Context: an optimization exercise on an open-source flow, tuned for small area and a short achievable clock period. The choices shown serve that exercise and are no tape-out recipe.
In this exercise RTL edits were held to simulation tests only and were not proved equivalent to the original.
Power is estimated from default activity; no workload was simulated.

== job 904 ==
## pwm_sched
module pwm_sched (
    input  wire        clk,
    input  wire        rst,         
    input  wire        tick,        
    input  wire        fault,       
    input  wire        cmd_valid,
    input  wire [31:0] cmd,
    output reg         rsp_valid,
    output reg         rsp_err,
    output wire [31:0] rsp_data,
    output wire [17:0] pwm_out
);
For scale: roughly 8,800 cells after synthesis, roughly 89 I/O pins, about 0.068 mm^2 of cells after synthesis.
==> flow/config.mk <==
export PLATFORM = sky130hd
export DESIGN_NAME = pwm_sched
export DESIGN_NICKNAME = pwm_sched
export VERILOG_FILES = /design/flow/design.v
export SDC_FILE = /design/flow/constraint.sdc
export NUM_CORES = 8
export LEC_CHECK = 0
export CAP_MARGIN = 20
export CORE_MARGIN = 2
export CORE_UTILIZATION = 35
export CTS_BUF_LIST = sky130_fd_sc_hd__clkbuf_8
export CTS_CLUSTER_DIAMETER = 60
export CTS_CLUSTER_SIZE = 14
export PLACE_DENSITY = 0.5
export SLEW_MARGIN = 20
==> flow/constraint.sdc <==
create_clock -name core_clock -period 100.0 [get_ports {clk}]
set_input_delay 20.0000 -clock core_clock [delete_from_list [all_inputs] [get_ports {clk}]]
set_output_delay 20.0000 -clock core_clock [all_outputs]
set_load 0.01 [all_outputs]
standard.sh (not shown) runs the stock make flow with config.mk's settings and CLKGATE_MAP_FILE= SYNTH_SCRIPT=/design/flow/synth_recipe.tcl, a recipe that flattens the netlist after the stock synthesis.
==> flow/flow/run.sh <==
#!/bin/bash
# Own layout flow: the standard layout (standard.sh) with the synthesis
# step of flow/synth.tcl (ABC script below, adders left to ABC), and the
# port buffers made of buf_4 cells. Each tool's output is in orfs/logs;
# make's own output goes to flow_make.log in the work folder.
set -euo pipefail
W=$(cd "$(dirname "$0")/.." && pwd)
D=7000
printf 'strash\ndch\nmap -D %s\nstrash\ndch\nmap -D %s\ntopo\nstime -c\nbuffer -c\nupsize -c -D %s\ndnsize -c -D %s\nstime -c\n' $D $D $D $D > "$W/abc.script"
export MY_ABC_SCRIPT="$W/abc.script"
export MY_ABC_D=$D
bash "$W/standard.sh" SYNTH_SCRIPT="$W/flow/synth.tcl" ADDER_MAP_FILE= \
  BUFFER_PORTS_ARGS="-buffer_cell sky130_fd_sc_hd__buf_4" finish > "$W/flow_make.log" 2>&1
==> flow/flow/synth.tcl <==
proc synth {args} { yosys synth -nofsm -noshare {*}$args }
proc abc {args} {
  set rest {}
  set i 0
  while {$i < [llength $args]} {
    set a [lindex $args $i]
    if {$a eq "-script" || $a eq "-D"} { incr i 2; continue }
    lappend rest $a
    incr i
  }
  yosys abc -script $::env(MY_ABC_SCRIPT) -D $::env(MY_ABC_D) {*}$rest
}
source $::env(SCRIPTS_DIR)/synth.tcl
# left out here: clear keep_hierarchy, flatten, clean up, hide names made inside functions, write 1_2_yosys.v
Relative to job 904, the following input files were edited for job 6537:
diff --git a/flow/flow/run.sh b/flow/flow/run.sh
--- a/flow/flow/run.sh
+++ b/flow/flow/run.sh
@@ -3 +3 @@
-# step of flow/synth.tcl (ABC script below, adders left to ABC), and the
+# step of flow/synth.tcl (ABC script below (no buffering pass), adders left to ABC), and the
@@ -9 +9 @@
-printf 'strash\ndch\nmap -D %s\nstrash\ndch\nmap -D %s\ntopo\nstime -c\nbuffer -c\nupsize -c -D %s\ndnsize -c -D %s\nstime -c\n' $D $D $D $D > "$W/abc.script"
+printf 'strash\ndch\nmap -D %s\nstrash\ndch\nmap -D %s\ntopo\nstime -c\nupsize -c -D %s\ndnsize -c -D %s\nstime -c\n' $D $D $D $D > "$W/abc.script"
diff --git a/flow/config.mk b/flow/config.mk
--- a/flow/config.mk
+++ b/flow/config.mk
@@ -10 +10 @@
-export CORE_UTILIZATION = 35
+export CORE_UTILIZATION = 40
@@ -13,2 +13,2 @@
-export CTS_CLUSTER_SIZE = 14
-export PLACE_DENSITY = 0.5
+export CTS_CLUSTER_SIZE = 12
+export PLACE_DENSITY = 0.55
Notes after the runs:
Share of the yosys chip area belonging to registers: higher on job 6537. Summary of job 6537 over job 904: detailed-route wire length on metal 1 has decreased, maximum fanout count along the critical path has increased. [job 6537 vs job 904] proportion of power drawn by the clock network: lower in job 6537. Looking at commonest non-fill, non-tap cell in the layout, the clkinv_1 result is from job 6537; the inv_1 one comes from job 904. Of the two candidates, job 904 has the better worst max-slew margin expressed relative to the limit and job 6537 the worse one. Job 6537 vs job 904 — power dropped slightly. Sequential share of layout area essentially unchanged between job 6537 and job 904. Share of the clock period used by the worst path: job 6537 < job 904. Taking job 904 as the reference, in job 6537 cell count lower; overall die area lower.
Relative to job 6537, the following input files were edited for job 5407:
diff --git a/flow/config.mk b/flow/config.mk
--- a/flow/config.mk
+++ b/flow/config.mk
@@ -10 +10 @@
-export CORE_UTILIZATION = 40
+export CORE_UTILIZATION = 35
@@ -14 +14 @@
-export PLACE_DENSITY = 0.55
+export PLACE_DENSITY = 0.5
Notes after the runs:
Job 5407 reached the end of the flow, and the finished layout is clean on the timing, design-rule and antenna checks. On count of plain and timing-repair buffers in the layout: between job 5407 and job 6537, it ends up lower for job 5407. Comparing job 5407 and job 6537, the higher wire length of the first global-routing pass was measured on job 5407. Job 5407: antenna cell count lower than job 6537. Job 5407 against job 6537; combined area of the multi-input logic cells is up slightly. | number of standard cells in the layout, taps in and fillers out | lower: job 6537 |. Global-route usage (lower): job 5407. Measured against each other, job 5407 and job 6537 differ in part of the power in the clock network, the higher figure coming from job 5407. Changes observed in job 5407 relative to job 6537: standard cell core area up about 14%; clock network area share did not really move; wire length went up by about 4.3%. Compare job 5407 and job 6537 | buffer and inverter count on the worst path lower: job 5407.
Here is what was changed in the inputs of job 3378 compared with job 5407.
diff --git a/flow/flow/run.sh b/flow/flow/run.sh
--- a/flow/flow/run.sh
+++ b/flow/flow/run.sh
@@ -3 +3 @@
-# step of flow/synth.tcl (ABC script below (no buffering pass), adders left to ABC), and the
+# step of flow/synth.tcl (ABC script below, adders left to ABC), and the
@@ -9 +9 @@
-printf 'strash\ndch\nmap -D %s\nstrash\ndch\nmap -D %s\ntopo\nstime -c\nupsize -c -D %s\ndnsize -c -D %s\nstime -c\n' $D $D $D $D > "$W/abc.script"
+printf 'strash\ndch\nmap -D %s\nstrash\ndch\nmap -D %s\ntopo\nstime -c\nbuffer -c\nupsize -c -D %s\ndnsize -c -D %s\nstime -c\n' $D $D $D $D > "$W/abc.script"
Notes after the runs:
- Job 3378 has completed all stages; timing, DRC and antenna checks passed.
- Going from job 5407 to job 3378, register-to-register slack moved up, area occupied by multi-input gates moved down.
- Wire: job 3378 routes less than job 5407
- Cmp job 5407 and job 3378 / relative contribution of combinational cells to total power / lower: job 3378
- Mean instance size in the synthesized netlist: job 3378 vs job 5407 down 0.18 um^2
- Relative contribution of the clock network to total power up 0.7 points in job 3378 wrt job 5407
- Global-route wire length before repair for job 3378: about 1.8% down relative to job 5407
- Job 5407 -> job 3378: placer congestion estimate decreased slightly
What job 3183 does differently from job 3378 at the input level:
diff --git a/flow/flow/run.sh b/flow/flow/run.sh
--- a/flow/flow/run.sh
+++ b/flow/flow/run.sh
@@ -3 +3 @@
-# step of flow/synth.tcl (ABC script below, adders left to ABC), and the
+# step of flow/synth.tcl (ABC script below (no buffering pass), adders left to ABC), and the
@@ -8,2 +8,2 @@
-D=7000
-printf 'strash\ndch\nmap -D %s\nstrash\ndch\nmap -D %s\ntopo\nstime -c\nbuffer -c\nupsize -c -D %s\ndnsize -c -D %s\nstime -c\n' $D $D $D $D > "$W/abc.script"
+D=6000
+printf 'strash\ndch\nmap -D %s\nstrash\ndch\nmap -D %s\ntopo\nstime -c\nupsize -c -D %s\ndnsize -c -D %s\nstime -c\n' $D $D $D $D > "$W/abc.script"
Comparing job 3378 with job 3183, the proportion of final cell area spent on non-clock buffers came out essentially unchanged.
Cell area after layout: lower on job 3378
Share of the final layout cell area in multi-input gates was higher in job 3183 than in job 3378.
Compared to job 3378, the routing of job 3183 uses more wire.
Synthesized cell area: job 3183 vs job 3378, no meaningful difference
Summary of job 3183 over job 3378: buffer levels on the longest clock path comparable; final-layout worst hold slack now smaller; share of layout cells above drive strength 1 now smaller.
Job 3183: smallest setup slack after layout 0.11 ns above job 3378
Startpoint of the worst setup timing path: rsp_q[3] -> job 3378, rsp_q[1] -> job 3183

-- separate check: timing with driven ports --
The results above use ideal ports. As a check the final layouts listed here were re-extracted and re-timed, cells and wires unchanged.
Step 1: set_driving_cell puts a clkbuf_16 on clk and a buf_2 on each other input, an assumption about the parent block.
Step 2, shift: input delay + t, output delay - t, t = (earliest + latest rising clock arrival at the registers) / 2. This alone moves slack from input paths to output paths.
Slacks: no drivers / after step 1 / after step 2; pairs: no drivers / after step 1.
| run | t, ns | setup slack, ns | worst setup path at the end | latest minus earliest clock arrival (ns) | worst slew at a driven data input, ns |
|---|---|---|---|---|---|
| job 904 | 1.053 | 68.494 / 68.401 / 69.036 | input to register | 0.121 / 0.122 | 0.20 |
| job 6537 | 1.056 | 69.045 / 68.953 / 69.431 | input to register | 0.098 / 0.097 | 0.22 |
| job 5407 | 1.034 | 68.853 / 68.768 / 69.548 | input to register | 0.118 / 0.117 | 0.07 |
| job 3378 | 1.041 | 68.533 / 68.442 / 69.038 | input to register | 0.115 / 0.114 | 0.20 |
| job 3183 | 1.026 | 68.643 / 68.549 / 68.860 | input to register | 0.113 / 0.113 | 0.10 |
After both steps every run listed still meets setup and hold.
